Background: an optimization exercise with open tools, aiming at small area, a short achievable clock period and few clock cycles per item. Do not read the settings as production practice.
Only simulation tests tie the RTL to the original design; equivalence was not proved.

<file path="flow/config.mk">
export PLATFORM = sky130hd
export DESIGN_NAME = vm_fpu
export DESIGN_NICKNAME = vm_fpu
export VERILOG_FILES = /design/flow/design.v
export SDC_FILE = /design/flow/constraint.sdc
export NUM_CORES = 4
export LEC_CHECK = 0
export CAP_MARGIN = 20
export CORE_MARGIN = 2
export CORE_UTILIZATION = 50
export SETUP_SLACK_MARGIN = 5
export SLEW_MARGIN = 20
</file>
<file path="flow/constraint.sdc">
create_clock -name core_clock -period 14.0 [get_ports {clk}]
set_input_delay 2.8000 -clock core_clock [delete_from_list [all_inputs] [get_ports {clk}]]
set_output_delay 2.8000 -clock core_clock [all_outputs]
set_load 0.01 [all_outputs]
</file>
<file path="flow/design.v">
module vm_fpu (
    input  wire        clk,
    input  wire        rst,
    input  wire        in_valid,
    output wire        in_ready,
    input  wire [7:0]  in_op,
    input  wire [63:0] in_a,
    input  wire [63:0] in_b,
    output reg         out_valid,
    output reg  [63:0] out_result
);
    localparam [1:0] K_ADD = 2'd0, K_MUL = 2'd1, K_DIV = 2'd2, K_SP = 2'd3;
    localparam [63:0] QNAN = 64'h7FF8000000000000;
    localparam integer DR  = 5;                     
    localparam integer DIT = (56 + DR - 1) / DR;    
    localparam integer NQ  = DR * DIT;              
    reg         va;
    reg  [1:0]  op1;             
    reg  [63:0] a1, b1;
    reg         a1h, b1h, a1fz, b1fz, a1em, b1em;    
    wire        a_adv;
    assign in_ready = !va || a_adv;
    always @(posedge clk) begin
        if (in_ready) begin
            a1  <= in_a;
            b1  <= in_b;
            op1 <= in_op[3:2];
            a1h  <= (in_a[62:52] != 11'd0);
            b1h  <= (in_b[62:52] != 11'd0);
            a1fz <= (in_a[51:0] == 52'd0);
            b1fz <= (in_b[51:0] == 52'd0);
            a1em <= (&in_a[62:52]);
            b1em <= (&in_b[62:52]);
        end
        if (rst)           va <= 1'b0;
        else if (in_ready) va <= in_valid;
    end
    wire [10:0] ea1   = a1[62:52];
    wire [10:0] eb1   = b1[62:52];
    wire        a_fz  = a1fz;
    wire        b_fz  = b1fz;
    wire        a_ez  = !a1h;
    wire        b_ez  = !b1h;
    wire        a_em  = a1em;
    wire        b_em  = b1em;
    wire        a_nan = a_em & !a_fz;
    wire        b_nan = b_em & !b_fz;
    wire        a_inf = a_em & a_fz;
    wire        b_inf = b_em & b_fz;
    wire        a_zero = a_ez & a_fz;
    wire        b_zero = b_ez & b_fz;
    wire        sa1   = a1[63];
    wire        sb1   = b1[63] ^ (op1 == 2'd1);
    wire        ps1   = a1[63] ^ b1[63];
    wire [10:0] ea1e  = {ea1[10:1], ea1[0] | !a1h};
    wire [10:0] eb1e  = {eb1[10:1], eb1[0] | !b1h};
    wire [52:0] ma1   = {a1h, a1[51:0]};
    wire [52:0] mb1   = {b1h, b1[51:0]};
    reg special1, sp_nan1, sp_inf1, sp_sign1;
    always @(*) begin
        special1 = 1'b1;
        sp_nan1  = 1'b0;
        sp_inf1  = 1'b0;
        sp_sign1 = ps1;
        if (!op1[1]) begin
            sp_sign1 = a_inf ? sa1 : sb1;
            if (a_nan || b_nan || (a_inf && b_inf && sa1 != sb1)) sp_nan1 = 1'b1;
            else if (a_inf || b_inf)                              sp_inf1 = 1'b1;
            else                                                  special1 = 1'b0;
        end else if (!op1[0]) begin
            if (a_nan || b_nan || (a_inf && b_zero) || (a_zero && b_inf)) sp_nan1 = 1'b1;
            else if (a_inf || b_inf)                                      sp_inf1 = 1'b1;
            else if (!(a_zero || b_zero))                                 special1 = 1'b0;
        end else begin
            if (a_nan || b_nan || (a_inf && b_inf) || (a_zero && b_zero)) sp_nan1 = 1'b1;
            else if (a_inf || b_zero)                                     sp_inf1 = 1'b1;
            else if (!(a_zero || b_inf))                                  special1 = 1'b0;
        end
    end
    reg         md_busy, md_div, md_norm, md_wait, md_sign;
    reg  [3:0]  md_cnt;
    reg  [52:0] ra, rb;
    reg  signed [12:0] me;
    reg  [57:0] S, C;
    reg  [NQ-1:0] Q, QM;
    reg  [10:0] lo_s, lo_c;      
    reg         mcin;
    wire md_type1 = op1[1] & !special1;
    assign a_adv  = va & (!md_busy | (md_wait & !op1[1]));
    wire a_to_md  = a_adv & md_type1;
    wire a_to_b   = a_adv & !md_type1;
    wire md_iter  = md_busy & !md_norm & !md_wait;
    wire md_last  = md_iter & (md_cnt == (md_div ? DIT - 1 : 4));
    wire        a_ge  = (a1[62:0] >= b1[62:0]);
    wire [10:0] dab   = ea1e - eb1e;
    wire [10:0] dba   = eb1e - ea1e;
    wire [10:0] ediff = a_ge ? dab : dba;
    wire [52:0] xm    = a_ge ? ma1 : mb1;
    wire [52:0] ym    = a_ge ? mb1 : ma1;
    wire        xs    = a_ge ? sa1 : sb1;
    wire        ys    = a_ge ? sb1 : sa1;
    wire [10:0] xe    = a_ge ? ea1e : eb1e;
    wire [5:0]  ash   = (ediff[10:6] != 5'd0) ? 6'd63 : ediff[5:0];
    wire [56:0] yw    = {ym, 4'd0};
    wire [56:0] ysh   = yw >> ash;
    wire        jam   = |(yw & ~({57{1'b1}} << ash));
    wire [56:0] yal   = {ysh[56:1], ysh[0] | jam};
    wire        md_idle  = !md_busy;
    wire        md_first = md_idle | md_norm;    
    wire        it_div   = md_idle ? op1[0] : md_div;
    wire [52:0] mopa     = md_idle ? ma1 : ra;
    wire [52:0] mopb     = md_idle ? mb1 : rb;
    wire [57:0] Cin      = md_first ? 58'd0 : C;
    wire [NQ-1:0] Qin    = md_first ? {NQ{1'b0}} : Q;
    wire [NQ-1:0] QMin   = md_first ? {NQ{1'b1}} : QM;
    function [129:0] csa65(input [64:0] x, input [64:0] y, input [64:0] z);
        reg [64:0] s, c;
        begin
            s = x ^ y ^ z;
            c = ((x & y) | (x & z) | (y & z));
            csa65 = {s, c[63:0], 1'b0};
        end
    endfunction
    wire [10:0] mbits = mopb[10:0];
    wire [65*11-1:0] ppv;
    genvar gk;
    generate
        for (gk = 0; gk < 11; gk = gk + 1) begin : g_pp
            assign ppv[65*gk +: 65] = mbits[gk] ? ({12'd0, mopa} << gk) : 65'd0;
        end
    endgenerate
    wire [64:0] ms0 = {12'd0, md_first ? 53'd0 : S[52:0]};
    wire [64:0] mc0 = {12'd0, md_first ? 53'd0 : C[52:0]};
    wire [129:0] ta = csa65(ppv[64:0], ppv[129:65], ppv[194:130]);
    wire [129:0] tb = csa65(ppv[259:195], ppv[324:260], ppv[389:325]);
    wire [129:0] tc = csa65(ppv[454:390], ppv[519:455], ppv[584:520]);
    wire [129:0] td = csa65(ppv[649:585], ppv[714:650], ms0);
    wire [129:0] te = csa65(ta[129:65], ta[64:0], tb[129:65]);
    wire [129:0] tf = csa65(tb[64:0], tc[129:65], tc[64:0]);
    wire [129:0] tg = csa65(td[129:65], td[64:0], mc0);
    wire [129:0] th = csa65(te[129:65], te[64:0], tf[129:65]);
    wire [129:0] ti = csa65(tf[64:0], tg[129:65], tg[64:0]);
    wire [129:0] tj = csa65(th[129:65], th[64:0], ti[129:65]);
    wire [129:0] tk = csa65(tj[129:65], tj[64:0], ti[64:0]);
    wire [64:0]  mS  = tk[129:65];
    wire [64:0]  mC  = tk[64:0];
    wire [11:0]  lowsum = {1'b0, lo_s} + {1'b0, lo_c} + {11'd0, mcin};
    wire [57:0] dd  = {3'd0, 1'b1, mopb[51:0], 2'd0};
    wire [4:0]  ddt = dd[56:52];
    wire [57:0] dSin = md_first ? {4'd0, 1'b1, mopa[51:0], 1'b0} : S;
    function [1:0] qsel(input [3:0] a, input [3:0] b);    
        reg [3:0] y;
        begin
            y    = a + b;
            qsel = {!y[3], y[3] & (y != 4'hF)};
        end
    endfunction
    function [1:0] qnext(input [4:0] s, input [4:0] c, input [4:0] dt);
        reg [3:0] ns, nc;
        begin
            ns    = s[4:1] ^ c[4:1] ^ dt[4:1];
            nc    = (s[3:0] & c[3:0]) | (s[3:0] & dt[3:0]) | (c[3:0] & dt[3:0]);
            qnext = qsel(ns, nc);
        end
    endfunction
    wire [58*(DR+1)-1:0] sxv, scv;    
    wire [DR:1] qpv, qnv;
    assign sxv[57:0] = dSin;
    assign scv[57:0] = Cin;
    assign {qpv[1], qnv[1]} = md_first ? 2'b10 : qsel(S[56:53], C[56:53]);
    genvar gj;
    generate
        for (gj = 1; gj <= DR; gj = gj + 1) begin : g_srt
            wire [57:0] ps = sxv[58*(gj-1) +: 58];
            wire [57:0] pc = scv[58*(gj-1) +: 58];
            wire [57:0] s2 = {ps[56:0], 1'b0};
            wire [57:0] c2 = {pc[56:0], 1'b0};
            wire [57:0] dm = qpv[gj] ? ~dd : (qnv[gj] ? dd : 58'd0);
            assign sxv[58*gj +: 58] = s2 ^ c2 ^ dm;
            assign scv[58*gj +: 58] = {((s2[56:0] & c2[56:0]) | (s2[56:0] & dm[56:0]) | (c2[56:0] & dm[56:0])), qpv[gj]};
            if (gj < DR) begin : g_next
                wire [1:0] cp = qnext(ps[55:51], pc[55:51], ~ddt);
                wire [1:0] cz = qnext(ps[55:51], pc[55:51], 5'd0);
                wire [1:0] cn = qnext(ps[55:51], pc[55:51], ddt);
                assign {qpv[gj+1], qnv[gj+1]} = qpv[gj] ? cp : (qnv[gj] ? cn : cz);
            end
        end
    endgenerate
    wire [57:0] dS = sxv[58*DR +: 58];
    wire [57:0] dC = scv[58*DR +: 58];
    wire [DR-1:0] dP, dN;
    generate
        for (gj = 1; gj <= DR; gj = gj + 1) begin : g_dig
            assign dP[DR-gj] = qpv[gj];
            assign dN[DR-gj] = qnv[gj];
        end
    endgenerate
    wire [DR:0]   dvs  = {1'b0, dP} - {1'b0, dN};
    wire [DR:0]   dvm  = dvs - 1'b1;
    reg           d_ge, d_gt, d_nn;
    integer       kq;
    always @(*) begin
        d_gt = 1'b0;
        d_nn = 1'b1;
        for (kq = 1; kq <= DR; kq = kq + 1) begin
            d_gt = d_gt | (qpv[kq] & d_nn);
            d_nn = d_nn & !qnv[kq];
        end
        d_ge = d_gt | d_nn;
    end
    wire [NQ-1:0] dQ   = d_ge ? {Qin[NQ-1-DR:0], dvs[DR-1:0]} : {QMin[NQ-1-DR:0], dvs[DR-1:0]};
    wire [NQ-1:0] dQM  = d_gt ? {Qin[NQ-1-DR:0], dvm[DR-1:0]} : {QMin[NQ-1-DR:0], dvm[DR-1:0]};
    wire [57:0] it_S  = it_div ? dS  : {5'd0, mS[63:11]};
    wire [57:0] it_C  = it_div ? dC  : {5'd0, mC[63:11]};
    wire [NQ-1:0] it_Q  = it_div ? dQ : {lowsum[10:0], Qin[NQ-1:11]};
    wire [NQ-1:0] it_QM = dQM;
    wire        ra8 = (ra[52:45] == 8'd0);
    wire        rb8 = (rb[52:45] == 8'd0);
    wire [3:0]  nda = ra[52] ? 4'd0 : (ra8 ? 4'd8 : 4'd1);
    wire [3:0]  ndb = rb[52] ? 4'd0 : (rb8 ? 4'd8 : 4'd1);
    always @(posedge clk) begin
        S    <= it_S;
        C    <= it_C;
        Q    <= it_Q;
        QM   <= it_QM;
        lo_s <= mS[10:0];
        lo_c <= mC[10:0];
        mcin <= !md_first & lowsum[11];
    end
    always @(posedge clk) begin
        if (rst) begin
            md_busy <= 1'b0;
            md_norm <= 1'b0;
            md_wait <= 1'b0;
        end else if (a_to_md) begin
            md_busy <= 1'b1;
            md_div  <= op1[0];
            md_sign <= ps1;
            ra      <= ma1;
            me      <= op1[0] ? $signed({2'b0, ea1e}) - $signed({2'b0, eb1e}) + 13'sd1023
                              : $signed({2'b0, ea1e}) + $signed({2'b0, eb1e}) - 13'sd1023;
            md_cnt  <= 4'd1;
            md_norm <= !(a1h & b1h);
            rb      <= (op1[0] | !(a1h & b1h)) ? mb1 : {11'd0, mb1[52:11]};
        end else if (md_busy) begin
            if (md_wait) begin
                md_wait <= 1'b0;
                md_busy <= 1'b0;
            end else if (md_norm) begin
                if (ra[52] && rb[52]) begin
                    md_norm <= 1'b0;
                    md_cnt  <= 4'd1;
                    if (!md_div) rb <= {11'd0, rb[52:11]};
                end else begin
                    ra <= ra[52] ? ra : (ra8 ? {ra[44:0], 8'd0} : {ra[51:0], 1'b0});
                    rb <= rb[52] ? rb : (rb8 ? {rb[44:0], 8'd0} : {rb[51:0], 1'b0});
                    me <= me - $signed({9'd0, nda})
                             + (md_div ? $signed({9'd0, ndb}) : -$signed({9'd0, ndb}));
                end
            end else begin
                md_cnt <= md_cnt + 4'd1;
                if (!md_div) rb <= {11'd0, rb[52:11]};
                if (md_last) begin
                    if (md_div) md_wait <= 1'b1;
                    else        md_busy <= 1'b0;
                end
            end
        end
    end
    reg         v2, inv2, cin2, s2, zs2, st2, spn2, spi2;
    reg  [1:0]  k2;
    reg  [61:0] cx2, cy2;
    reg  signed [12:0] e2;
    always @(posedge clk) begin
        if (rst) v2 <= 1'b0;
        else     v2 <= md_last | a_to_b;
        if (md_last) begin
            k2   <= md_div ? K_DIV : K_MUL;
            cx2  <= md_div ? {dS, 4'd0} : mS[61:0];
            cy2  <= md_div ? {dC, 4'd0} : mC[61:0];
            inv2 <= 1'b0;
            cin2 <= md_div ? 1'b0 : lowsum[11];
            e2   <= me;
            s2   <= md_sign;
            zs2  <= 1'b0;
            st2  <= (Q[NQ-1:NQ-33] != 33'd0) | (lowsum[10:0] != 11'd0);
            spn2 <= 1'b0;
            spi2 <= 1'b0;
        end else begin
            k2   <= special1 ? K_SP : K_ADD;
            cx2  <= {1'b0, xm, 8'd0};
            cy2  <= {1'b0, yal, 4'd0};
            inv2 <= xs ^ ys;
            cin2 <= xs ^ ys;
            e2   <= $signed({2'b0, xe});
            s2   <= special1 ? sp_sign1 : xs;
            zs2  <= xs & ys;
            st2  <= 1'b0;
            spn2 <= sp_nan1;
            spi2 <= sp_inf1;
        end
    end
    wire [62:0] wsum = {cx2, cin2} + {cy2 ^ {62{inv2}}, cin2};
    wire [57:0] W    = wsum[62:5];
    wire        wlow = (wsum[4:1] != 4'd0);    
    wire        zW   = (W == 58'd0);
    wire [57:0] dreg = {3'd0, rb, 2'd0};
    wire        negd = ((W ^ dreg) == {(W[56:0] | dreg[56:0]), 1'b0});
    wire [NQ-1:0] Qsel = W[57] ? QM : Q;
    wire        qlow = (NQ > 56) ? (Qsel[NQ-57:0] != 0) : 1'b0;
    wire        isdiv2 = (k2 == K_DIV);
    wire [57:0] V2   = isdiv2 ? {1'b0, Qsel[NQ-1:NQ-56], 1'b0} : W;
    wire        e2pos = !e2[12] && (e2 != 13'sd0);
    wire        e2ge2 = !e2[12] && (e2[11:1] != 11'd0);
    wire [12:0] sidx  = 13'd57 - e2;                            
    wire        sok   = e2pos && (e2 <= 13'sd57);
    wire [56:0] sent  = sok ? (57'd1 << sidx[5:0]) : 57'd0;
    wire [5:0]  lzw;
    vm_fpu_lzc64 u_lzc (.v({W[56:0] | sent, 7'h7F}), .cnt(lzw));
    wire [5:0]  lz    = isdiv2 ? {5'd0, !Qsel[NQ-1] & e2ge2} : lzw;
    wire [12:0] ome   = 13'd1 - e2;
    wire [5:0]  rsat  = (e2 < -13'sd62) ? 6'd63 : ome[5:0];
    reg         dirl;
    reg  [5:0]  amt;
    always @(*) begin
        if (V2[57]) begin
            dirl = 1'b0;
            amt  = e2[12] ? rsat : 6'd1;
        end else if (e2pos) begin
            dirl = 1'b1;
            amt  = lz;
        end else begin
            dirl = 1'b0;
            amt  = rsat;
        end
    end
    reg         v3, dirl3, s3, st3, sp3, spn3, spi3;
    reg  [57:0] V3;
    reg  [5:0]  amt3;
    reg  signed [12:0] e3;
    always @(posedge clk) begin
        if (rst) v3 <= 1'b0;
        else     v3 <= v2;
        V3    <= V2;
        dirl3 <= dirl;
        amt3  <= amt;
        e3    <= e2;
        s3    <= (k2 == K_ADD && zW) ? zs2 : s2;
        st3   <= isdiv2 ? (!(zW | negd) | qlow) : (st2 | wlow);
        sp3   <= (k2 == K_SP);
        spn3  <= spn2;
        spi3  <= spi2;
    end
    function [57:0] rev58(input [57:0] x);
        integer i;
        begin
            for (i = 0; i < 58; i = i + 1) rev58[i] = x[57 - i];
        end
    endfunction
    wire [57:0] T3   = dirl3 ? rev58(V3) : V3;
    wire [57:0] U3   = T3 >> amt3;
    wire        lost = |(T3 & ~({58{1'b1}} << amt3));
    wire [57:0] N3   = dirl3 ? rev58(U3) : U3;
    wire [12:0] ef3  = dirl3 ? e3 - $signed({7'd0, amt3}) : e3 + $signed({7'd0, amt3});
    wire        v4   = v3;
    wire [52:0] m4   = N3[56:4];
    wire        g4   = N3[3];
    wire        st4  = (N3[2:0] != 3'd0) | st3 | (!dirl3 & lost);
    wire [10:0] ef4  = ef3[10:0];
    wire        ovf4 = !ef3[12] && (ef3 > 13'sd2046);
    wire        s4   = s3;
    wire        sp4  = sp3;
    wire        spn4 = spn3;
    wire        spi4 = spi3;
    wire [10:0] expf = m4[52] ? ef4 : 11'd0;
    wire        rnd  = g4 & (st4 | m4[0]);
    wire [62:0] mag  = {expf, m4[51:0]} + {62'd0, rnd};
    wire [63:0] res  = sp4 ? (spn4 ? QNAN : {s4, spi4 ? 11'h7FF : 11'h000, 52'd0}) :
                       (m4[52] & ovf4) ? {s4, 11'h7FF, 52'd0} : {s4, mag};
    always @(posedge clk) begin
        if (rst) out_valid <= 1'b0;
        else     out_valid <= v4;
        out_result <= res;
    end
endmodule
module vm_fpu_lzc64 (
    input  wire [63:0] v,
    output wire [5:0]  cnt
);
    wire [31:0] z1;
    wire [31:0] c1;
    wire [15:0] z2;
    wire [31:0] c2;
    wire [7:0]  z3;
    wire [23:0] c3;
    wire [3:0]  z4;
    wire [15:0] c4;
    wire [1:0]  z5;
    wire [9:0]  c5;
    genvar i;
    generate
        for (i = 0; i < 32; i = i + 1) begin : g1
            assign z1[i] = ~(v[2*i+1] | v[2*i]);
            assign c1[i] = ~v[2*i+1];
        end
        for (i = 0; i < 16; i = i + 1) begin : g2
            assign z2[i] = z1[2*i+1] & z1[2*i];
            assign c2[2*i+1:2*i] = z1[2*i+1] ? {1'b1, c1[2*i]} : {1'b0, c1[2*i+1]};
        end
        for (i = 0; i < 8; i = i + 1) begin : g3
            assign z3[i] = z2[2*i+1] & z2[2*i];
            assign c3[3*i+2:3*i] = z2[2*i+1] ? {1'b1, c2[4*i+1:4*i]} : {1'b0, c2[4*i+3:4*i+2]};
        end
        for (i = 0; i < 4; i = i + 1) begin : g4
            assign z4[i] = z3[2*i+1] & z3[2*i];
            assign c4[4*i+3:4*i] = z3[2*i+1] ? {1'b1, c3[6*i+2:6*i]} : {1'b0, c3[6*i+5:6*i+3]};
        end
        for (i = 0; i < 2; i = i + 1) begin : g5
            assign z5[i] = z4[2*i+1] & z4[2*i];
            assign c5[5*i+4:5*i] = z4[2*i+1] ? {1'b1, c4[8*i+3:8*i]} : {1'b0, c4[8*i+7:8*i+4]};
        end
    endgenerate
    assign cnt = z5[1] ? {1'b1, c5[4:0]} : {1'b0, c5[9:5]};
endmodule
</file>
<file path="flow/run.sh">
#!/bin/bash
# synth_recipe.tcl (not shown) runs the flow's synth.tcl, then flattens the netlist and writes it again
# the make line also repeats each setting of config.mk as NAME=value (left out here)
make -C /OpenROAD-flow-scripts/flow DESIGN_CONFIG=/design/flow/config.mk WORK_HOME=/design/flow/orfs CLKGATE_MAP_FILE= SYNTH_SCRIPT=/design/flow/synth_recipe.tcl finish
</file>
==> impl_metrics.tcl, run 1 <==
set metrics [dict create \
    highest_layer "met5" \
    r2r-end "cx2[38]" \
    initialDrtViolationCount 11900 \
    status "finished clean" \
    cp_slowest_stage_delay_ns 0.59 \
    setup_tns_ns 0 \
    grt_usage 0.458 \
    rsz0062_at_grt "true" \
    grt_max_degree 112 \
    synth-seq-cells 814 \
    drc 0 \
    cts.sinks 814 \
    timing.fmax_mhz 110 \
    r2r_slack_ns 4.90 \
    htree_levels 3 \
    worst_slack_ns 4.90 \
    ys_seq_area_frac 0.212 \
    finalCritPeriodShare 0.650 \
    wire_per_inst_um 32.7 \
    worst_skew_pair.late_latency_ns 0.81 \
    start_util 0.505 \
    clk_pin_slew_ns 0.07 \
    finalHoldViolations 0 \
    min_path_type "flip-flop to flip-flop" \
    finalSetupViolCount 0 \
    synth_nets 11900 \
    antenna_found_initial 35 \
    die_w_um 426 \
    rows 154 \
    yosysWarnings 1 \
    critPathLaunch "md_busy" \
    core_sq_um 176000 \
    grt_pass1_vias 81200 \
    crit_path_end "cx2[38]" \
    mostFrequentLayoutCells "1470 x nand2_1, 1207 x inv_1, 979 x nor2_1, 838 x fa_1, 542 x dfxtp_1" \
    worst_pin_slew_ns 1.32 \
    dieArea_sq_um 182000 \
    place_inst 12800 \
    wl_met2_mm 176 \
    netlist_area_sq_um 89100 \
    num_vias 85400 \
    slew_viol_final 0 \
    critPathLaunchType "flip-flop" \
    path_depth 37 \
    crit_arrival_ns 9.73 \
    postPlaceCellArea_sq_um 94300 \
    wl_met3_mm 56.7 \
    ys_types 120 \
    dpl_worst_slack_ns 2.11 \
    timing.rr.start "md_busy" \
    synth-edff-count 261 \
    cts_tree "yes" \
    grt_pass1_wl_mm 595 \
    antenna_left 0 \
    die_h_um 426 \
    worstSetupEndpointType "flip-flop" \
    synth_ff_type "dfxtp_1" \
    cp_top_family "compound AO/OA/AOI/OAI gates" \
    worst_ep_required_time_ns 14.63 \
    place_hpwl_mm 320 \
    hold_ws_ns 0.332 \
    cts.path.max_buffers 3 \
    cts_root_buf "clkbuf_16" \
    cts_hold_buf 0 \
    final_common_cell "nand2_1" \
    synth-async-reset-ratio 0 \
    cts_made_buffers 94 \
    worst_clock_skew_ns 0.0534 \
    min_period_ns 9.10 \
    path_buf_inv 10 \
    crit_type "flip-flop to flip-flop" \
    gp_congestion 1.09 \
    maxCapViolCount 0 \
    io_pins 205 \
    io_buffer_count 198 \
    postSynthAreaPerCell_sq_um 8.45 \
    path_max_fanout 30 \
    fillers 16100 \
    max_slew_margin 0.121 \
    m1WireLength_mm 160 \
    design_area_sq_um 100000 \
    stdcell_count 13100 \
    nets 12000 \
    viasPerCell 6.55 \
    grt-ovfl-total 0 \
    drt-total-wl_mm 427 \
    layout-drive-gt1-share 0.108 \
    syn2layout_area_growth_pct 12.3 \
    reg2regPathDepth 37 \
    first_pass_iters 9 \
    syn_inst 10500 \
    cpMaxStageDelayCell "fa_1" \
]
==> kinds of logic (layout without fill, tap and decap cells) <==
group,after synthesis,count (layout),share of synthesized area
AOI/OAI and AO/OA,2074,2074,0.149
xor gates and xnor gates,325,325,0.0327
and+or+nand+nor,3375,3378,0.166
buffers and inverters,1889,2036,0.0833
muxes,802,802,0.107
adders and majority gates,1261,1261,0.249
DFF,814,814,0.212
other,0,20,0
==> per-layer routing <==
| layer | track usage | vias up |
|---|---|---|
| li1 | - | 35900 |
| met1 | 0.595 | 41900 |
| met2 | 0.652 | 6186 |
| met3 | 0.150 | 1404 |
| met4 | 0.298 | 32 |
| met5 | 0 | - |
==> worst register-to-register path: cells and delay by family (launching register included) <==
| family | cells | cell delay (ns) |
|---|---|---|
| AND/OR/NAND/NOR | 4 | 0.72 |
| multiplexers | 3 | 0.64 |
| flip-flops | 1 | 0.49 |
| buffers and inverters | 10 | 1.55 |
| AO/OA/AOI/OAI | 12 | 2.80 |
| XOR/XNOR | 2 | 0.31 |
| adder cells (fa/ha/maj) | 6 | 2.44 |
==> cells in the mapped netlist (all sizes together), types with 38 or more instances <==
cell    count  share of area
and2      109         0.0077
or2        59         0.0042
nand3     125         0.0070
nor4       92         0.0066
edfxtp    261          0.088
o22ai      57         0.0040
nand2    1477          0.062
nor3      170          0.010
o31ai      91         0.0078
a21o      119          0.010
ha        401          0.056
a211oi    128          0.011
o211ai     72         0.0061
nand2b     45         0.0033
a21oi     502          0.028
a31oi     135         0.0095
dfxtp     553           0.12
nand4      77         0.0054
clkbuf    507          0.022
mux4      103          0.027
fa        857           0.19
o221ai     44         0.0045
mux2i     569          0.064
nor2b      80         0.0056
a221oi     38         0.0037
o21ai     545          0.031
buf       150         0.0097
nor2      988          0.042
xor2      167          0.017
xnor2     155          0.015
or3        62         0.0044
inv      1227          0.052
mux2      130          0.016
==> timing repair <==
| action | 4_1_cts | 5_1_grt |
|---|---|---|
| pin swaps | 22 | 52 |
| cloned | 15 | 8 |
| buffers inserted | 41 | 37 |
| setup endpoints to repair | 347 | 219 |
| gates resized for setup | 125 | 118 |
==> worst min-delay path by stage <==
stage / from / to / slack (ns) / cells past startpoint
global placement: spi2 / spi3 / 0.32 / 0
CTS: spi2 / spi3 / 0.33 / 0
finish: spn2 / spn3 / 0.33 / 0
floorplan: spi2 / spi3 / 0.31 / 0
detailed placement: spn2 / spn3 / 0.32 / 0
global route: spi2 / spi3 / 0.32 / 0
==> sequential cells by signal (all words and copies together), names as in the netlist, 57 cells and up <==
register	flops
b1	64
out_result	64
cy2	60
V3	58
a1	64
S	57
Q	60
cx2	62
QM	60
C	57
==> metrics by stage <==
step                      utilization
after floorplan                     -
after global routing            0.567
after detailed placement        0.534
after global placement          0.534
after CTS                       0.561
final                           0.567
==> final cells by class <==
class                      instances  area [sq um]  area share
clock buffer                     121          2560      0.0256
antenna                           20          50.0    0.000500
tap                             2340          2930      0.0293
clock inverter                    49           727     0.00727
multi-input combinational       7840         64200       0.641
sequential                       814         18900       0.189
timing repair buffer             635          6020      0.0602
inverter                        1231          4660      0.0465
Testbench counts, summed over its fixed seeds: cycles 18,966, ops 4,800.
==> inputs of run 2 (changes only) <==
--- a/flow/design.v
+++ b/flow/design.v
@@ -191,2 +191,20 @@
     wire [DR-1:0] dP, dN;
+    function [2*NQ-1:0] otf(input [NQ-1:0] q, input [NQ-1:0] qm, input [DR-1:0] p, input [DR-1:0] n);
+        reg [DR:0] v, vm;
+        reg        gt, nn, ge;
+        integer    k;
+        begin
+            v  = {1'b0, p} - {1'b0, n};
+            vm = v - 1'b1;
+            gt = 1'b0;
+            nn = 1'b1;
+            for (k = DR - 1; k >= 0; k = k - 1) begin
+                gt = gt | (p[k] & nn);
+                nn = nn & !n[k];
+            end
+            ge  = gt | nn;        
+            otf = {(ge ? q[NQ-1-DR:0] : qm[NQ-1-DR:0]), v[DR-1:0],
+                   (gt ? q[NQ-1-DR:0] : qm[NQ-1-DR:0]), vm[DR-1:0]};
+        end
+    endfunction
     generate
@@ -197,17 +215,8 @@
     endgenerate
-    wire [DR:0]   dvs  = {1'b0, dP} - {1'b0, dN};
-    wire [DR:0]   dvm  = dvs - 1'b1;
-    reg           d_ge, d_gt, d_nn;
-    integer       kq;
-    always @(*) begin
-        d_gt = 1'b0;
-        d_nn = 1'b1;
-        for (kq = 1; kq <= DR; kq = kq + 1) begin
-            d_gt = d_gt | (qpv[kq] & d_nn);
-            d_nn = d_nn & !qnv[kq];
-        end
-        d_ge = d_gt | d_nn;
-    end
-    wire [NQ-1:0] dQ   = d_ge ? {Qin[NQ-1-DR:0], dvs[DR-1:0]} : {QMin[NQ-1-DR:0], dvs[DR-1:0]};
-    wire [NQ-1:0] dQM  = d_gt ? {Qin[NQ-1-DR:0], dvm[DR-1:0]} : {QMin[NQ-1-DR:0], dvm[DR-1:0]};
+    reg  [DR-1:0] pd_p, pd_n;
+    wire [DR-1:0] pe_p = md_first ? {DR{1'b0}} : pd_p;
+    wire [DR-1:0] pe_n = md_first ? {DR{1'b0}} : pd_n;
+    wire [2*NQ-1:0] otf_md = otf(Qin, QMin, pe_p, pe_n);
+    wire [NQ-1:0] dQ   = otf_md[2*NQ-1:NQ];
+    wire [NQ-1:0] dQM  = otf_md[NQ-1:0];
     wire [57:0] it_S  = it_div ? dS  : {5'd0, mS[63:11]};
@@ -225,2 +234,4 @@
         QM   <= it_QM;
+        pd_p <= dP;
+        pd_n <= dN;
         lo_s <= mS[10:0];
@@ -308,3 +319,4 @@
     wire        negd = ((W ^ dreg) == {(W[56:0] | dreg[56:0]), 1'b0});
-    wire [NQ-1:0] Qsel = W[57] ? QM : Q;
+    wire [2*NQ-1:0] otf_l2 = otf(Q, QM, pd_p, pd_n);
+    wire [NQ-1:0] Qsel = W[57] ? otf_l2[NQ-1:0] : otf_l2[2*NQ-1:NQ];
     wire        qlow = (NQ > 56) ? (Qsel[NQ-57:0] != 0) : 1'b0;
--- a/flow/config.mk
+++ b/flow/config.mk
@@ -7,2 +7,3 @@
 export LEC_CHECK = 0
+export ABC_AREA = 1
 export CAP_MARGIN = 20
==> run 2 against run 1 <==
Global-route usage shrank 0.29 points. Sequential share of layout area grew 0.56 points. Synthesized area shrank 0.19%. First-iteration DRC count grew 19%. Register-to-register slack gained 0.32 ns. Flip-flop and latch count grew 5. Maximum frequency grew 3.7%. Via count grew 7.7%. Largest cell class unchanged.
==> impl_metrics.tcl, run 2 <==
set metrics [dict create \
    cts_made_buffers 96 \
    yosysTopAreaCell "fa_1" \
    synth_xor_area_frac 0.0178 \
    timing.rr.start "md_busy" \
    ys_types 74 \
    layout-drive-gt1-share 0.0489 \
    viasPerCell 6.03 \
    synth.area.mux_share 0.00213 \
    r2r_slack_ns 5.22 \
    synth-compound-area-share 0.136 \
    place_hpwl_mm 338 \
    crit_type "flip-flop to flip-flop" \
    antenna_left 0 \
    cp_slowest_stage_delay_ns 0.60 \
    clk_pin_slew_ns 0.07 \
    synth-edff-count 261 \
    rows 154 \
    drc 0 \
    num_vias 92000 \
    worst_skew_pair.late_latency_ns 0.80 \
    path_max_fanout 56 \
    postSynthAreaPerCell_sq_um 6.91 \
    core_sq_um 176000 \
    finalHoldViolations 0 \
    die_w_um 426 \
    synth_adder_area_share 0.250 \
    synth-seq-cells 819 \
    timing.fmax_mhz 114 \
    finalCritPeriodShare 0.627 \
    dieArea_sq_um 181000 \
    cts.sinks 819 \
    maxCapViolCount 0 \
    start_util 0.504 \
    setup_tns_ns 0 \
    syn_inst 12900 \
    finalSetupViolCount 0 \
    max_slew_margin 0.131 \
    cts_root_buf "clkbuf_16" \
    hp-start "spn2" \
    wire_per_inst_um 27.6 \
    reg2regPathDepth 37 \
    worstSetupEndpointType "flip-flop" \
    yosys.area_share.simple 0.263 \
    path_buf_inv 8 \
    synth_top_area_frac 0.193 \
    cts_hold_buf 0 \
    critPathLaunchType "flip-flop" \
    gp_congestion 1.15 \
    cts_tree "yes" \
    hold_ws_ns 0.327 \
    synth.area.top_cells "fa_1 19%, nand2_1 15%, dfxtp_1 13%" \
    min_period_ns 8.78 \
    synth-async-reset-ratio 0 \
    netlist_area_sq_um 88900 \
    status "finished clean" \
    worst_ep_required_time_ns 14.60 \
    postPlaceCellArea_sq_um 93300 \
    worst_clock_skew_ns 0.0737 \
    antenna_found_initial 21 \
    first_pass_iters 9 \
    io_buffer_count 198 \
    worst_pin_slew_ns 1.29 \
    synth_ff_type "dfxtp_1" \
    holdPathStages 0 \
    min_path_type "flip-flop to flip-flop" \
    slew_viol_final 0 \
    cpMaxStageDelayCell "fa_1" \
    synth_nets 14300 \
    nets 14200 \
    syn2layout_area_growth_pct 9.83 \
    cp_top_family "adder cells" \
    grt_pass1_vias 87500 \
    rsz0062_at_grt "true" \
    grt_pass1_wl_mm 598 \
    die_h_um 426 \
    fillers 17400 \
    htree_levels 3 \
    crit_top_cell "o21ai_1" \
    design_area_sq_um 97600 \
    ys_top_cells_by_count "3476 x nand2_1, 2097 x inv_1, 1149 x o21ai_0" \
    synth_top_family_by_area "simple AND/OR/NAND/NOR gates" \
    r2r-end "cy2[33]" \
    initialDrtViolationCount 14100 \
    fin_util 0.553 \
    min_to "spn3" \
    grt_usage 0.455 \
    ys_seq_area_frac 0.214 \
    io_pins 205 \
    reg_top3 "a1 (64), b1 (64), out_result (64)" \
    grt_max_degree 120 \
    cts.path.max_buffers 3 \
    synthMostInstantiatedCell "nand2_1" \
    yosysWarnings 1 \
    mostFrequentLayoutCells "3465 x nand2_1, 2085 x inv_1, 1113 x o21ai_0, 1047 x nor2_1, 849 x fa_1" \
    final_common_cell "nand2_1" \
    grt-ovfl-total 0 \
    drt-total-wl_mm 422 \
    crit_arrival_ns 9.38 \
]
## run 2: cell types whose count changed in the layout (fill, tap and decap cells not counted), sizes merged, moves of 127 or more
cell and change:
mux2 -127, nand3 +666, mux2i -556, o21ai +826, a21oi -127, buf -185
inv +888, nand2 +2019
## run 2: final cells by class
cell class,instances,area [sq um],share of cell area
multi-input cells,9347,60100,0.616
flip-flops and latches,819,19000,0.195
inverters,2129,8020,0.0822
repair buffers,437,4060,0.0416
well taps,2340,2930,0.0300
clock buffers,110,2550,0.0261
clock inverters,71,906,0.00928
diodes,11,27.5,0.000282
## run 2: what timing repair did
item                                    in CTS  in global routing
setup buffers                               10                 22
gates resized for setup                     53                 69
pin swaps                                    7                 23
cloned                                       2                  3
endpoints found under the setup margin     227                215
## run 2: how the worst max path moves through the flow
| stage | end | slack, ns | cells past startpoint | start |
|---|---|---|---|---|
| floorplan | cy2[11] | 5.80 | 47 | C[55] |
| global placement | cy2[37] | 3.45 | 37 | md_busy |
| detailed placement | cy2[37] | 3.40 | 37 | md_busy |
| CTS | cy2[8] | 5.00 | 45 | md_busy |
| global route | cy2[33] | 4.94 | 42 | C[55] |
| finish | cy2[33] | 5.22 | 37 | md_busy |
## run 2: logic make-up after synthesis
family          count (synthesis)
compound gates               2184
xor+xnor                      179
fa+ha+maj                    1259
mux                            16
flops                         819
buf+inv                      2705
simple gates                 5707
## run 2: through the flow
step                      worst slack [ns]  cells
after floorplan                       5.80  12900
after global placement                3.45  15000
after detailed placement              3.40  15000
after CTS                             5.00  15200
after global routing                  4.94  15300
final                                 5.22  15300
## run 2: routing by layer
| layer | vias to the layer above | global-route usage | part of all wire |
|---|---|---|---|
| met3 | 1390 | 0.131 | 0.13 |
| met2 | 6309 | 0.659 | 0.41 |
| met5 | - | 0 | 0.00022 |
| met1 | 43600 | 0.572 | 0.36 |
| li1 | 40800 | - | - |
| met4 | 12 | 0.349 | 0.096 |
Testbench counts of run 2, summed over its fixed seeds: cycles 18,966, ops 4,800.
==> inputs of run 3 (changes only) <==
--- a/flow/design.v
+++ b/flow/design.v
@@ -14,3 +14,3 @@
     localparam integer DR  = 5;                     
-    localparam integer DIT = (56 + DR - 1) / DR;    
+    localparam integer DIT = (55 + DR - 1) / DR;    
     localparam integer NQ  = DR * DIT;              
@@ -79,3 +79,3 @@
     end
-    reg         md_busy, md_div, md_norm, md_wait, md_sign;
+    reg         md_busy, md_div, md_norm, md_sign;
     reg  [3:0]  md_cnt;
@@ -88,6 +88,6 @@
     wire md_type1 = op1[1] & !special1;
-    assign a_adv  = va & (!md_busy | (md_wait & !op1[1]));
+    assign a_adv  = va & !md_busy;
     wire a_to_md  = a_adv & md_type1;
     wire a_to_b   = a_adv & !md_type1;
-    wire md_iter  = md_busy & !md_norm & !md_wait;
+    wire md_iter  = md_busy & !md_norm;
     wire md_last  = md_iter & (md_cnt == (md_div ? DIT - 1 : 4));
@@ -244,3 +244,2 @@
             md_norm <= 1'b0;
-            md_wait <= 1'b0;
         end else if (a_to_md) begin
@@ -256,6 +255,3 @@
         end else if (md_busy) begin
-            if (md_wait) begin
-                md_wait <= 1'b0;
-                md_busy <= 1'b0;
-            end else if (md_norm) begin
+            if (md_norm) begin
                 if (ra[52] && rb[52]) begin
@@ -273,6 +269,3 @@
                 if (!md_div) rb <= {11'd0, rb[52:11]};
-                if (md_last) begin
-                    if (md_div) md_wait <= 1'b1;
-                    else        md_busy <= 1'b0;
-                end
+                if (md_last) md_busy <= 1'b0;
             end
@@ -321,5 +314,5 @@
     wire [NQ-1:0] Qsel = W[57] ? otf_l2[NQ-1:0] : otf_l2[2*NQ-1:NQ];
-    wire        qlow = (NQ > 56) ? (Qsel[NQ-57:0] != 0) : 1'b0;
+    wire        qlow = (NQ > 55) ? (Qsel[NQ-56:0] != 0) : 1'b0;
     wire        isdiv2 = (k2 == K_DIV);
-    wire [57:0] V2   = isdiv2 ? {1'b0, Qsel[NQ-1:NQ-56], 1'b0} : W;
+    wire [57:0] V2   = isdiv2 ? {1'b0, Qsel[NQ-1:NQ-55], 2'b00} : W;
     wire        e2pos = !e2[12] && (e2 != 13'sd0);
==> run 3 against run 2 <==
Final cell count decreased by 1.2%. First-iteration DRC count shrank 4.1%. Cell area decreased by 0.27%. Via count fell by 0.62%. Worst hold slack gained 0.0034 ns. Still clean on timing, DRC and antenna. Utilization shrank 0.089 points. Synthesized area hardly changed. Flip-flop and latch count is 11 lower. Highest routed layer unchanged.
==> impl_metrics.tcl, run 3 <==
set metrics [dict create \
    antenna_found_initial 23 \
    min_period_ns 8.73 \
    first_pass_iters 9 \
    cts_hold_buf 0 \
    ys_top_cells_by_count "3333 x nand2_1, 2057 x inv_1, 1040 x o21ai_0" \
    io_buffer_count 198 \
    crit_type "flip-flop to flip-flop" \
    hp-start "spn2" \
    nets 14000 \
    die_h_um 426 \
    initialDrtViolationCount 13500 \
    final_common_cell "nand2_1" \
    holdPathStages 0 \
    htree_levels 3 \
    grt-ovfl-total 0 \
    yosysTopAreaCell "fa_1" \
    r2r-end "cx2[20]" \
    synth-seq-cells 808 \
    netlist_area_sq_um 88900 \
    syn_inst 12700 \
    ys_types 74 \
    worst_skew_pair.late_latency_ns 0.80 \
    stdcell_count 15100 \
    crit_arrival_ns 9.38 \
    synth_ff_type "dfxtp_1" \
    worst_ep_required_time_ns 14.65 \
    antenna_left 0 \
    grt_pass1_vias 87100 \
    synth-edff-count 261 \
    critPathLaunch "md_busy" \
    rows 154 \
    max_slew_margin 0.122 \
    synth.area.top_cells "fa_1 19%, nand2_1 14%, dfxtp_1 12%" \
    postSynthAreaPerCell_sq_um 7.01 \
    place_hpwl_mm 334 \
    syn2layout_area_growth_pct 9.59 \
    drt-total-wl_mm 418 \
    grt_usage 0.452 \
    worst_clock_skew_ns 0.0881 \
    gp_congestion 1.13 \
    timing.rr.start "md_busy" \
    critPathLaunchType "flip-flop" \
    reg2regPathDepth 37 \
    status "finished clean" \
    cp_slowest_stage_delay_ns 0.55 \
    yosysWarnings 1 \
    core_sq_um 176000 \
    setup_tns_ns 0 \
    die_w_um 426 \
    grt_pass1_wl_mm 596 \
    path_max_fanout 48 \
    finalSetupViolCount 0 \
    finalHoldViolations 0 \
    cts_root_buf "clkbuf_16" \
    place_inst 14800 \
    r2r_slack_ns 5.27 \
    cts.sinks 808 \
    wire_per_inst_um 27.7 \
    synthMostInstantiatedCell "nand2_1" \
    slew_viol_final 0 \
    synth-async-reset-ratio 0 \
    num_vias 91500 \
    worst_pin_slew_ns 1.30 \
    start_util 0.504 \
    reg_top3 "a1 (64), b1 (64), out_result (64)" \
    viasPerCell 6.06 \
    drc 0 \
    mostFrequentLayoutCells "3323 x nand2_1, 2046 x inv_1, 1026 x nor2_1, 1003 x o21ai_0, 852 x fa_1" \
    cpMaxStageDelayCell "fa_1" \
    clk_pin_slew_ns 0.06 \
    rsz0062_at_grt "false" \
    dieArea_sq_um 181000 \
    io_pins 205 \
    timing.fmax_mhz 114 \
    ys_seq_area_frac 0.211 \
    synth_nets 14100 \
    synth_top_area_frac 0.193 \
    maxCapViolCount 0 \
    layout-drive-gt1-share 0.0617 \
    min_to "spn3" \
    worstSetupEndpointType "flip-flop" \
    finalCritPeriodShare 0.624 \
    cts_made_buffers 95 \
    grt_max_degree 192 \
    cts.path.max_buffers 3 \
    cts_tree "yes" \
    min_path_type "flip-flop to flip-flop" \
]
-- run 3: cell types whose count changed after synthesis, moves of 23 or more --
cell | previous run | this run
a21oi_1 | 371 | 317
a22oi_1 | 58 | 81
buf_6 | 12 | 35
inv_1 | 2097 | 2057
nand2_1 | 3476 | 3333
nand2_2 | 18 | 43
nand3_1 | 780 | 743
o211ai_1 | 91 | 120
o21ai_0 | 1149 | 1040
o21ai_2 | 10 | 75
or2_2 | 12 | 38
-- run 3: cell type report --
class / count / area, sq um
Antenna cell: 17 / 42.5
Clock buffer: 117 / 2630
Clock inverter: 56 / 693
Fill cell: 17200 / 78900
Inverter: 2091 / 7870
Multi-Input combinational cell: 9224 / 60400
Sequential cell: 808 / 18800
Tap cell: 2340 / 2930
Timing Repair Buffer: 430 / 3990
-- run 3: kinds of logic after synthesis --
kind of cell | count (synthesis) | share of synthesized area
XOR/XNOR | 202 | 0.0200
flip-flops | 808 | 0.211
AO/OA/AOI/OAI | 2188 | 0.142
AND/OR/NAND/NOR | 5565 | 0.260
adder cells (fa/ha/maj) | 1259 | 0.250
buffers and inverters | 2654 | 0.117
multiplexers | 5 | 0.000577
-- run 3: worst max path at each step --
stage / end / slack, ns
6_report: cx2[20] / 5.27
3_5_place_dp: cx2[31] / 2.96
2_1_floorplan: cy2[22] / 5.95
3_3_place_gp: cx2[38] / 2.67
4_1_cts: cx2[43] / 5.02
5_1_grt: cx2[19] / 4.97
-- run 3: layer usage --
layer / wire (um) / GRT usage / up-vias
met4: 37000 / 0.321 / 22
met1: 157000 / 0.580 / 43600
li1: - / - / 40300
met2: 170000 / 0.646 / 6290
met5: 142 / 0.000265 / -
met3: 54200 / 0.140 / 1323
-- run 3: timing repair --
item / 4_1_cts / 5_1_grt
resized for setup: 73 / 57
setup buffers: 14 / 26
gates cloned: 3 / 5
setup endpoints to repair: 228 / 217
pin swaps: 7 / 24
-- run 3: metrics by stage --
step,util,hold WS (ns),instance area (sq um),worst slack [ns]
6_report,0.552,0.330,97400,5.27
3_5_place_dp,0.527,0.323,93000,2.96
4_1_cts,0.549,0.335,96800,5.02
2_1_floorplan,-,0.310,88900,5.95
3_3_place_gp,0.527,0.314,93000,2.67
5_1_grt,0.552,0.333,97300,4.97
-- run 3: worst max-delay path: cells and delay by family, from the launching register on --
kind	cells	cell delay, ns
adder cells (fa/ha/maj)	9	3.54
buffers and inverters	10	1.73
AND/OR/NAND/NOR	12	1.61
AO/OA/AOI/OAI	6	1.15
flip-flops	1	0.39
Testbench counts of run 3, summed over its fixed seeds: cycles 17,890, ops 4,800.
==> inputs of run 4 (changes only) <==
--- a/flow/design.v
+++ b/flow/design.v
@@ -20,6 +20,5 @@
     reg         a1h, b1h, a1fz, b1fz, a1em, b1em;    
-    wire        a_adv;
-    assign in_ready = !va || a_adv;
+    reg  [2:0]  b1cz;            
     always @(posedge clk) begin
-        if (in_ready) begin
+        begin
             a1  <= in_a;
@@ -32,6 +31,7 @@
             a1em <= (&in_a[62:52]);
+            b1cz <= {(in_b[32:22] == 11'd0), (in_b[21:11] == 11'd0), (in_b[10:0] == 11'd0)};
             b1em <= (&in_b[62:52]);
         end
-        if (rst)           va <= 1'b0;
-        else if (in_ready) va <= in_valid;
+        if (rst) va <= 1'b0;
+        else     va <= in_valid & in_ready;
     end
@@ -88,7 +88,7 @@
     wire md_type1 = op1[1] & !special1;
-    assign a_adv  = va & !md_busy;
-    wire a_to_md  = a_adv & md_type1;
-    wire a_to_b   = a_adv & !md_type1;
+    wire a_to_md  = va & md_type1;
+    wire a_to_b   = va & !md_type1;
     wire md_iter  = md_busy & !md_norm;
     wire md_last  = md_iter & (md_cnt == (md_div ? DIT - 1 : 4));
+    assign in_ready = !(va & md_type1) & (!md_busy | md_last);
     wire        a_ge  = (a1[62:0] >= b1[62:0]);
@@ -123,3 +123,9 @@
     endfunction
-    wire [10:0] mbits = mopb[10:0];
+    wire [1:0]  mz    = !b1cz[0] ? 2'd0 : !b1cz[1] ? 2'd1 : !b1cz[2] ? 2'd2 : 2'd3;
+    wire [54:0] rbx   = {2'd0, rb};
+    wire [10:0] mbits = md_idle ? ((mz == 2'd0) ? mb1[10:0]  : (mz == 2'd1) ? mb1[21:11] :
+                                   (mz == 2'd2) ? mb1[32:22] : mb1[43:33])
+                                : ((md_cnt[2:0] == 3'd0) ? rbx[10:0]  : (md_cnt[2:0] == 3'd1) ? rbx[21:11] :
+                                   (md_cnt[2:0] == 3'd2) ? rbx[32:22] : (md_cnt[2:0] == 3'd3) ? rbx[43:33] :
+                                   rbx[54:44]);
     wire [65*11-1:0] ppv;
@@ -223,3 +229,3 @@
     wire [57:0] it_C  = it_div ? dC  : {5'd0, mC[63:11]};
-    wire [NQ-1:0] it_Q  = it_div ? dQ : {lowsum[10:0], Qin[NQ-1:11]};
+    wire [NQ-1:0] it_Q  = it_div ? dQ : {(md_first ? 11'd0 : lowsum[10:0]), Qin[NQ-1:11]};
     wire [NQ-1:0] it_QM = dQM;
@@ -251,5 +257,5 @@
                               : $signed({2'b0, ea1e}) + $signed({2'b0, eb1e}) - 13'sd1023;
-            md_cnt  <= 4'd1;
+            md_cnt  <= !(a1h & b1h) ? 4'd0 : op1[0] ? 4'd1 : 4'd1 + {2'd0, mz};
             md_norm <= !(a1h & b1h);
-            rb      <= (op1[0] | !(a1h & b1h)) ? mb1 : {11'd0, mb1[52:11]};
+            rb      <= mb1;
         end else if (md_busy) begin
@@ -259,3 +265,2 @@
                     md_cnt  <= 4'd1;
-                    if (!md_div) rb <= {11'd0, rb[52:11]};
                 end else begin
@@ -268,3 +273,2 @@
                 md_cnt <= md_cnt + 4'd1;
-                if (!md_div) rb <= {11'd0, rb[52:11]};
                 if (md_last) md_busy <= 1'b0;
==> run 4 against run 3 <==
Critical path type unchanged. Still clean on timing, DRC and antenna. Critical endpoint is now cx2[37].
==> impl_metrics.tcl, run 4 <==
set metrics [dict create \
    grt_pass1_wl_mm 596 \
    syn2layout_area_growth_pct 9.63 \
    worst_ep_required_time_ns 14.65 \
    min_to "spi3" \
    worst_slack_ns 5.30 \
    finalHoldViolations 0 \
    crit_type "flip-flop to flip-flop" \
    layout-drive-gt1-share 0.0476 \
    reg2regPathDepth 36 \
    worst_clock_skew_ns 0.0531 \
    design_area_sq_um 95000 \
    clk_pin_slew_ns 0.07 \
    slew_viol_final 0 \
    synth.area.top_cells "fa_1 20%, dfxtp_1 16%, nand2_1 14%" \
    path_max_fanout 58 \
    worst_skew_pair.late_latency_ns 0.81 \
    place_hpwl_mm 339 \
    antenna_found_initial 45 \
    mostFrequentLayoutCells "3288 x nand2_1, 2121 x inv_1, 1046 x o21ai_0, 1021 x nor2_1, 851 x fa_1" \
    syn_inst 12700 \
    place_inst 14800 \
    crit_top_cell "fa_1" \
    rsz0062_at_grt "false" \
    holdPathStages 0 \
    synth_top_area_frac 0.198 \
    r2r-end "cx2[37]" \
    die_h_um 420 \
    worst_pin_slew_ns 1.34 \
    min_period_ns 8.70 \
    yosysTopAreaCell "fa_1" \
    path_buf_inv 10 \
    reg_top3 "a1 (64), b1 (64), out_result (64)" \
    status "finished clean" \
    synth-seq-cells 811 \
    nets 14000 \
    postSynthAreaPerCell_sq_um 6.85 \
    drt-total-wl_mm 423 \
    grt-ovfl-total 0 \
    rows 152 \
    crit_arrival_ns 9.35 \
    max_slew_margin 0.0980 \
    grt_max_degree 106 \
    cp_slowest_stage_delay_ns 0.61 \
    netlist_area_sq_um 86600 \
    hold_ws_ns 0.328 \
    worstSetupEndpointType "flip-flop" \
    num_vias 91300 \
    yosysWarnings 1 \
    r2r_slack_ns 5.30 \
    cpMaxStageDelayCell "fa_1" \
    viasPerCell 6.07 \
    start_util 0.504 \
    stdcell_count 15000 \
    synth_ff_type "dfxtp_1" \
    cts.path.max_buffers 3 \
    gp_congestion 1.12 \
    hp-start "spi2" \
    setup_tns_ns 0 \
    cts.sinks 811 \
    finalCritPeriodShare 0.622 \
    min_path_type "flip-flop to flip-flop" \
    dpl_worst_slack_ns 3.26 \
    timing.fmax_mhz 115 \
    first_pass_iters 9 \
    finalSetupViolCount 0 \
    grt_usage 0.470 \
    critPathLaunchType "flip-flop" \
    ys_top_cells_by_count "3294 x nand2_1, 2128 x inv_1, 1116 x o21ai_0" \
    die_w_um 420 \
    grt_pass1_vias 85400 \
    wire_per_inst_um 28.1 \
    cts_root_buf "clkbuf_16" \
    antenna_left 0 \
    htree_levels 3 \
    timing.rr.start "md_busy" \
    postPlaceCellArea_sq_um 90900 \
    cts_tree "yes" \
    final-seq-area_sq_um 17500 \
    ys_seq_area_frac 0.202 \
    core_sq_um 172000 \
    initialDrtViolationCount 13500 \
    fillers 16900 \
    cts_hold_buf 0 \
    multiInputGateArea_sq_um 59300 \
    maxCapViolCount 0 \
    io_buffer_count 198 \
    ys_types 75 \
    synth-async-reset-ratio 0 \
    drc 0 \
    io_pins 205 \
    final_common_cell "nand2_1" \
    synthMostInstantiatedCell "nand2_1" \
    dieArea_sq_um 177000 \
    cts_made_buffers 96 \
    synth_nets 14100 \
    cp_top_family "adder cells" \
    synth-edff-count 125 \
]
==> run 4: layout make-up <==
class / count / share of cell area
antenna: 21 / 0.000553
clock buffer: 124 / 0.0285
clock inverter: 54 / 0.00640
inverter: 2166 / 0.0862
multi-input combinational: 9150 / 0.624
sequential: 811 / 0.184
tap: 2310 / 0.0304
timing repair buffer: 405 / 0.0390
timing repair inverter: 1 / 0.000119
==> run 4: how the worst max path moves through the flow <==
stage | startpoint | end | slack, ns | cells past startpoint
global placement | md_busy | cy2[32] | 3.34 | 37
CTS | C[53] | cx2[27] | 4.98 | 42
global route | S[53] | cx2[33] | 4.96 | 43
floorplan | C[53] | cy2[28] | 5.95 | 47
detailed placement | md_busy | cy2[32] | 3.26 | 34
finish | md_busy | cx2[37] | 5.30 | 36
==> run 4: cell families (layout without fill, tap and decap cells) <==
logic type	Yosys count	count (layout)	share of synthesized area
xor gates and xnor gates	195	195	0.0197
buffers and inverters	2694	2750	0.120
AOI/OAI and AO/OA	2098	2098	0.133
DFF	811	811	0.202
adders and majority gates	1267	1267	0.257
other	0	21	0
and+or+nand+nor	5574	5577	0.266
muxes	13	13	0.00153
==> run 4: worst register-to-register path, delay by kind of cell, from the launching register on <==
| kind | cells | cell delay [ns] |
|---|---|---|
| DFF | 1 | 0.41 |
| buffers and inverters | 10 | 1.57 |
| adders and majority gates | 9 | 4.14 |
| AOI/OAI and AO/OA | 9 | 1.53 |
| and+or+nand+nor | 8 | 0.91 |
==> run 4: timing repair <==
action,in CTS,in global routing
endpoints found under the setup margin,226,207
pin swaps,2,20
cloned,3,3
buffers inserted,9,16
resized for setup,48,54
==> run 4: metrics by stage <==
step                       util
after floorplan               -
after global placement    0.529
after detailed placement  0.529
after CTS                 0.550
after global routing      0.552
final                     0.552
==> run 4: layer usage <==
layer,global-route usage,share of wire
met1,0.597,0.37
met2,0.665,0.40
met4,0.347,0.090
met5,0,0.00058
met3,0.153,0.14
Testbench counts of run 4, summed over its fixed seeds: cycles 17,392, ops 4,800.
==> inputs of run 5 (changes only) <==
--- a/flow/config.mk
+++ b/flow/config.mk
@@ -10,3 +10,3 @@
 export CORE_MARGIN = 2
-export CORE_UTILIZATION = 50
+export CORE_UTILIZATION = 40
 export SETUP_SLACK_MARGIN = 5
==> run 5 against run 4 <==
Via count shrank 5.8%. Highest routed layer unchanged. Clock-buffer cell count rose by 7. Still clean. Critical endpoint is now cy2[19].
==> impl_metrics.tcl, run 5 <==
set metrics [dict create \
    status "finished clean" \
    synth_xor_area_frac 0.0197 \
    cts_made_buffers 98 \
    rsz0062_at_grt "false" \
    grt_pass1_vias 81600 \
    worst_pin_slew_ns 1.35 \
    htree_levels 3 \
    first_pass_iters 6 \
    start_util 0.403 \
    synth_top_family_by_area "simple AND/OR/NAND/NOR gates" \
    synth_ff_type "dfxtp_1" \
    worst_skew_pair.late_latency_ns 0.83 \
    setup_tns_ns 0 \
    syn_inst 12700 \
    io_pins 205 \
    cp_top_family "adder cells" \
    grt_max_degree 109 \
    timing.fmax_mhz 115 \
    io_buffer_count 198 \
    path_buf_inv 8 \
    grt_pass1_wl_mm 546 \
    cts.path.max_buffers 3 \
    dieArea_sq_um 220000 \
    postSynthAreaPerCell_sq_um 6.85 \
    initialDrtViolationCount 10400 \
    critPathLaunchType "flip-flop" \
    finalHoldViolations 0 \
    num_vias 86000 \
    fillers 22800 \
    synth-edff-count 125 \
    min_path_type "flip-flop to flip-flop" \
    antenna_found_initial 31 \
    drc 0 \
    cp_slowest_stage_delay_ns 0.62 \
    finalCritPeriodShare 0.622 \
    die_w_um 469 \
    maxCapViolCount 0 \
    ys_types 75 \
    clk_pin_slew_ns 0.07 \
    reg_top3 "a1 (64), b1 (64), out_result (64)" \
    grt-ovfl-total 0 \
    cts_tree "yes" \
    fin_util 0.443 \
    synth-async-reset-ratio 0 \
    crit_type "flip-flop to flip-flop" \
    crit_top_cell "fa_1" \
    grt_usage 0.334 \
    cpMaxStageDelayCell "fa_1" \
    cts_root_buf "clkbuf_16" \
    final_common_cell "nand2_1" \
    slew_viol_final 0 \
    die_h_um 469 \
    gp_congestion 1.07 \
    rows 170 \
    worstSetupEndpointType "flip-flop" \
    layout-drive-gt1-share 0.0420 \
    nets 14000 \
    synth_adder_area_share 0.257 \
    yosysTopAreaCell "fa_1" \
    synth-compound-area-share 0.133 \
    syn2layout_area_growth_pct 9.94 \
    synth_top_area_frac 0.198 \
    synth_nets 14100 \
    yosys.area_share.simple 0.266 \
    antenna_left 0 \
    cts.sinks 811 \
    place_hpwl_mm 308 \
    ys_seq_area_frac 0.202 \
    worst_clock_skew_ns 0.100 \
    path_max_fanout 55 \
    min_period_ns 8.71 \
    drt-total-wl_mm 379 \
    mostFrequentLayoutCells "3286 x nand2_1, 2120 x inv_1, 1085 x o21ai_0, 1019 x nor2_1, 856 x fa_1" \
    synth.area.top_cells "fa_1 20%, dfxtp_1 16%, nand2_1 14%" \
    ys_top_cells_by_count "3294 x nand2_1, 2128 x inv_1, 1116 x o21ai_0" \
    synth-seq-cells 811 \
    worst_ep_required_time_ns 14.68 \
    yosysWarnings 1 \
    synthMostInstantiatedCell "nand2_1" \
    max_slew_margin 0.0888 \
    finalSetupViolCount 0 \
    crit_arrival_ns 9.39 \
    synth.area.mux_share 0.00153 \
    cts_hold_buf 0 \
    viasPerCell 5.54 \
    netlist_area_sq_um 86600 \
    core_sq_um 215000 \
    wire_per_inst_um 24.4 \
]
[run 5: cell count changes in the layout (fill, tap and decap cells not counted), moves of 14 or more]
cell and delta:
o21ai_2 -17, buf_4 -29, diode_2 -14, o21ai_0 +39, o21ai_1 -21
[run 5: area by class of cell]
type                    count  area [sq um]  share of cell area
flip-flops and latches    811         17500               0.184
clock inverters            49           562             0.00590
well taps                2838          3550              0.0373
repair inverters            1          8.76           0.0000920
clock buffers             131          2830              0.0297
diodes                      7          17.5            0.000184
multi-input cells        9151         59200               0.621
repair buffers            373          3460              0.0363
inverters                2166          8160              0.0857
[run 5: final timing paths]
path / startpoint / cells after the start / to / slack, ns
worst min register to register: spi2 / 0 / spi3 / 0.33
worst max-delay path: md_busy / 39 / cy2[19] / 5.29
worst min-delay path: spi2 / 0 / spi3 / 0.33
worst max register to register: md_busy / 39 / cy2[19] / 5.29
[run 5: timing repair]
action | 4_1_cts | 5_1_grt
setup buffers | 3 | 12
cloned | 6 | 1
pin swaps | 4 | 8
endpoints found under the setup margin | 227 | 212
resized for setup | 41 | 24
[run 5: layer usage]
layer / vias to the layer above / track usage / part of all wire
met5: - / 0 / 0.00039
met2: 4407 / 0.516 / 0.43
met4: 22 / 0.218 / 0.079
li1: 39800 / - / -
met1: 40700 / 0.418 / 0.39
met3: 1050 / 0.0796 / 0.10
[run 5: kinds of logic after synthesis]
group	Yosys count
buffers and inverters	2694
DFF	811
xor gates and xnor gates	195
AOI/OAI and AO/OA	2098
adders and majority gates	1267
muxes	13
and+or+nand+nor	5574
[run 5: worst reg2reg max path, delay by kind of cell (launching register included)]
family	cells	cell delay, ns
and+or+nand+nor	11	1.49
AOI/OAI and AO/OA	9	1.33
buffers and inverters	8	1.33
adders and majority gates	7	3.11
DFF	1	0.52
xor gates and xnor gates	4	0.83
[run 5: per-stage QoR]
| stage | cell area, sq um | hold WS (ns) | worst slack [ns] | instances |
|---|---|---|---|---|
| after floorplan | 86600 | 0.310 | 5.95 | 12700 |
| after global placement | 91300 | 0.313 | 3.29 | 15300 |
| after detailed placement | 91300 | 0.312 | 3.23 | 15300 |
| after CTS | 95000 | 0.333 | 5.01 | 15500 |
| after global routing | 95200 | 0.341 | 5.01 | 15500 |
| final | 95300 | 0.331 | 5.29 | 15500 |

## port drivers added, routing unchanged
The results above use ideal ports. As a check the final layouts listed here were re-extracted and re-timed, cells and wires unchanged.
Step 1 sets driving cells, clkbuf_16 on the clock port and buf_2 on the other inputs (assumed; they add their load-dependent delay and slew).
Step 2, shift: input delay + t, output delay - t, t = (earliest + latest rising clock arrival at the registers) / 2. This alone moves slack from input paths to output paths.
Three values: ideal ports, drivers, drivers and shift; two values: the first two.
| run | t (ns) | setup slack, ns | worst register clock-pin slew, ns |
|---|---|---|---|
| run 1 | 0.869 | 4.899 / 4.899 / 4.899 | 0.07 / 0.07 |
| run 2 | 0.864 | 5.223 / 5.223 / 5.223 | 0.08 / 0.08 |
| run 3 | 0.857 | 5.265 / 5.265 / 5.265 | 0.07 / 0.07 |
| run 4 | 0.875 | 5.297 / 5.297 / 5.297 | 0.07 / 0.07 |
| run 5 | 0.881 | 5.287 / 5.287 / 5.287 | 0.08 / 0.08 |
After both steps setup and hold are still met in every run listed.
